What follows belongs to an exercise in optimizing a design on an open flow for small area; a production flow would make more cautious choices.
Only simulation tests tie the RTL to the original design; equivalence was not proved.
Power figures rest on the tool's default switching activity, not on a simulated workload.

v33:
==> flow/design.v (excerpt) <==
module dcpu16_core (
    input  wire        clk,
    input  wire        rst,
    output reg         mem_req,
    output reg         mem_we,
    output wire [15:0] mem_addr,
    output wire [15:0] mem_wdata,
    input  wire        mem_ack,
    input  wire [15:0] mem_rdata,
    output wire        halted
);
Size: about 290 flip-flops, about 54 I/O pins.
clock: 10.0 ns
lec_check: 0
cap_margin: 10
core_margin: 2
core_utilization: 30
slew_margin: 10
run.sh (not shown) runs the stock make flow with config.mk's settings and CLKGATE_MAP_FILE= SYNTH_SCRIPT=/design/flow/synth_recipe.tcl, a recipe that flattens the netlist after the stock synthesis.
The following lists how v19 was set up differently from v33:
--- a/flow/config.mk
+++ b/flow/config.mk
@@ -6,6 +6,6 @@
 export NUM_CORES = 4
 export LEC_CHECK = 0
-export CAP_MARGIN = 10
+export CAP_MARGIN = 30
 export CORE_MARGIN = 2
 export CORE_UTILIZATION = 30
-export SLEW_MARGIN = 10
+export SLEW_MARGIN = 30
==> run notes <==
Timing, DRC, antenna: 0 failures across v19 and v33. In v19 the clock skew after layout turned out 0.013 ns lower than in v33. Changes observed in v19 relative to v33: total global routing track utilization roughly the same; post-layout instance count excluding filler cells roughly the same; share of total power in combinational logic shows an increase of 0.2 points; highest clock rate essentially unchanged; total chip power down 0.000018 W. Across both runs, met3 track demand over resource in global routing was lower for v19 than for v33. Summary of v19 over v33: total of clock buffers placed in the layout shows an increase of 2; worst setup slack after layout increased by 0.025 ns relative to the old numbers.

* * *

dcpu16_core, a different RTL version from the one above (not shown whole).
Size: about 1,500 cells after synthesis, about 290 flip-flops, roughly 54 I/O pins, roughly 13,000 um^2 of cells after synthesis.
==> flow/design.v (excerpt) <==
module dcpu16_core (
    input  wire        clk,
    input  wire        rst,
    output reg         mem_req,
    output reg         mem_we,
    output wire [15:0] mem_addr,
    output wire [15:0] mem_wdata,
    input  wire        mem_ack,
    input  wire [15:0] mem_rdata,
    output wire        halted
);
    localparam [3:0] OP_EXT = 4'h0, OP_SET = 4'h1, OP_ADD = 4'h2, OP_SUB = 4'h3,
                     OP_MUL = 4'h4, OP_DIV = 4'h5, OP_MOD = 4'h6, OP_SHL = 4'h7,
                     OP_SHR = 4'h8, OP_AND = 4'h9, OP_BOR = 4'hA, OP_XOR = 4'hB,
                     OP_IFE = 4'hC, OP_IFN = 4'hD, OP_IFG = 4'hE, OP_IFB = 4'hF;
    localparam [5:0] EOP_JSR = 6'h01, EOP_INT = 6'h08, EOP_IAG = 6'h09, EOP_IAS = 6'h0A,
                     EOP_HWN = 6'h10, EOP_HWQ = 6'h11, EOP_HWI = 6'h12;
    localparam [5:0] OPC_POP = 6'h18, OPC_PEEK = 6'h19, OPC_PUSH = 6'h1A, OPC_SP = 6'h1B,
                     OPC_PC = 6'h1C, OPC_EX = 6'h1D, OPC_IA = 6'h1E, OPC_NW = 6'h1F;
    localparam [4:0] S_F0    = 5'd0,    
                     S_FETCH = 5'd1,    
                     S_DEC   = 5'd2,    
                     S_SKIP  = 5'd3,    
                     S_NW    = 5'd4,    
                     S_LOC   = 5'd5,    
                     S_RD    = 5'd6,    
                     S_BMV   = 5'd7,    
                     S_APC   = 5'd8,    
                     S_POPI  = 5'd9,    
                     S_REST  = 5'd10,   
                     S_EXEC  = 5'd11,   
                     S_SHR1  = 5'd12,   
                     S_STEP  = 5'd13,   
  ...
==> flow/config.mk <==
export PLATFORM = sky130hd
export DESIGN_NAME = dcpu16_core
export DESIGN_NICKNAME = dcpu16_core
export VERILOG_FILES = /design/flow/design.v
export SDC_FILE = /design/flow/constraint.sdc
export NUM_CORES = 4
export LEC_CHECK = 0
export ABC_AREA = 1
export CAP_MARGIN = 30
export CORE_MARGIN = 2
export CORE_UTILIZATION = 30
export CTS_BUF_LIST = sky130_fd_sc_hd__clkbuf_8
export CTS_CLUSTER_DIAMETER = 60
export CTS_CLUSTER_SIZE = 14
export GPL_TIMING_DRIVEN = 0
export SLEW_MARGIN = 30
==> flow/constraint.sdc <==
create_clock -name core_clock -period 10.0 [get_ports {clk}]
set_input_delay 2.0000 -clock core_clock [delete_from_list [all_inputs] [get_ports {clk}]]
set_output_delay 2.0000 -clock core_clock [all_outputs]
set_load 0.01 [all_outputs]
standard.sh (not shown) runs the stock make flow with config.mk's settings and CLKGATE_MAP_FILE= SYNTH_SCRIPT=/design/flow/synth_recipe.tcl, a recipe that flattens the netlist after the stock synthesis.
==> flow/flow/run.sh <==
#!/bin/bash
# The standard layout (the standard.sh: standard synthesis, ORFS from
# floorplan to finish), except that the input and output ports are buffered
# with the platform's smallest buffer, sky130_fd_sc_hd__buf_1, instead of the
# buffer_ports default. Every port still gets its own buffer.
set -euo pipefail
export BUFFER_PORTS_ARGS="-buffer_cell sky130_fd_sc_hd__buf_1"
bash standard.sh > standard.log 2>&1
The starting point produced a clean layout.
Edit:
==> flow/flow/run.sh (replaced) <==
#!/bin/bash
# The standard layout (the standard.sh: standard synthesis, ORFS from
# floorplan to finish), except that:
#  - the input and output ports are buffered with the platform's smallest
#    buffer, sky130_fd_sc_hd__buf_1 (every port still gets its own buffer);
#  - clock tree synthesis adds no dummy loads to the clock nets.
set -euo pipefail
export BUFFER_PORTS_ARGS="-buffer_cell sky130_fd_sc_hd__buf_1"
export CTS_ARGS="-sink_clustering_enable -repair_clock_nets -sink_clustering_size 10 -sink_clustering_max_diameter 45 -buf_list sky130_fd_sc_hd__clkbuf_4 -dont_use_dummy_load"
bash standard.sh > standard.log 2>&1
Settings changed: CAP_MARGIN 30 to 20, CORE_UTILIZATION 30 to 40, CTS_BUF_LIST sky130_fd_sc_hd__clkbuf_8 to sky130_fd_sc_hd__clkbuf_4, CTS_CLUSTER_DIAMETER 60 to 45, CTS_CLUSTER_SIZE 14 to 10, SLEW_MARGIN 30 to 20.
Result: The new run finished with timing, DRC and antenna clean; worst setup slack loses 0.55 ns; fmax came out lower by about 6.5%; sequential share of layout area went up by 1.2 points; final cell count goes down by about 7%.
Edit:
--- a/flow/flow/run.sh
+++ b/flow/flow/run.sh
@@ -9 +9 @@
-export CTS_ARGS="-sink_clustering_enable -repair_clock_nets -sink_clustering_size 10 -sink_clustering_max_diameter 45 -buf_list sky130_fd_sc_hd__clkbuf_4 -dont_use_dummy_load"
+export CTS_ARGS="-sink_clustering_enable -repair_clock_nets -sink_clustering_size 14 -sink_clustering_max_diameter 60 -buf_list sky130_fd_sc_hd__clkbuf_8 -dont_use_dummy_load"
Settings changed: CAP_MARGIN 20 to 30, CORE_UTILIZATION 40 to 30, CTS_BUF_LIST sky130_fd_sc_hd__clkbuf_4 to sky130_fd_sc_hd__clkbuf_8, CTS_CLUSTER_DIAMETER 45 to 60, CTS_CLUSTER_SIZE 10 to 14, SLEW_MARGIN 20 to 30.
What happened: Final area climbs by 1.8%; clock power climbs by 12%; die area climbs by 33%.

[static timing again, ports no longer ideal]
No port has a modelled driver above. Below, the same layouts with a new extraction and two added sets of constraints.
Step 1, drivers: a clkbuf_16 drives clk and a buf_2 each remaining input, both assumed.
Step 2 also shifts input and output timing later by t, the mid clock arrival at the registers, as if the neighbouring blocks saw the same clock.
a / b / c = no drivers / after step 1 / after step 2; a / b = the first two.
run | t (ns) | slack for setup (ns) | hold WS [ns] | worst slew at a driven data input, ns | cell pins on the clock port's net
v33 | 0.649 | 0.315 / 0.315 / 0.315 | 0.310 / 0.310 / 0.310 | 0.05 | 1
v19 | 0.613 | 0.340 / 0.340 / 0.340 | 0.320 / 0.320 / 0.320 | 0.04 | 1
the first run of note 2 | 0.688 | 2.091 / 2.117 / 1.429 | 0.318 / 0.318 / 0.318 | 0.06 | 1
the second run of note 2 | 0.710 | 1.541 / 1.567 / 0.857 | 0.299 / 0.299 / 0.299 | 0.03 | 1
the third run of note 2 | 0.651 | 1.868 / 1.894 / 1.243 | 0.305 / 0.305 / 0.305 | 0.06 | 1
After both steps setup and hold are still met in every run listed. The setup slack of the second run of note 2, which loses most, moves by +0.026 ns with the drivers and by -0.684 ns with both steps.
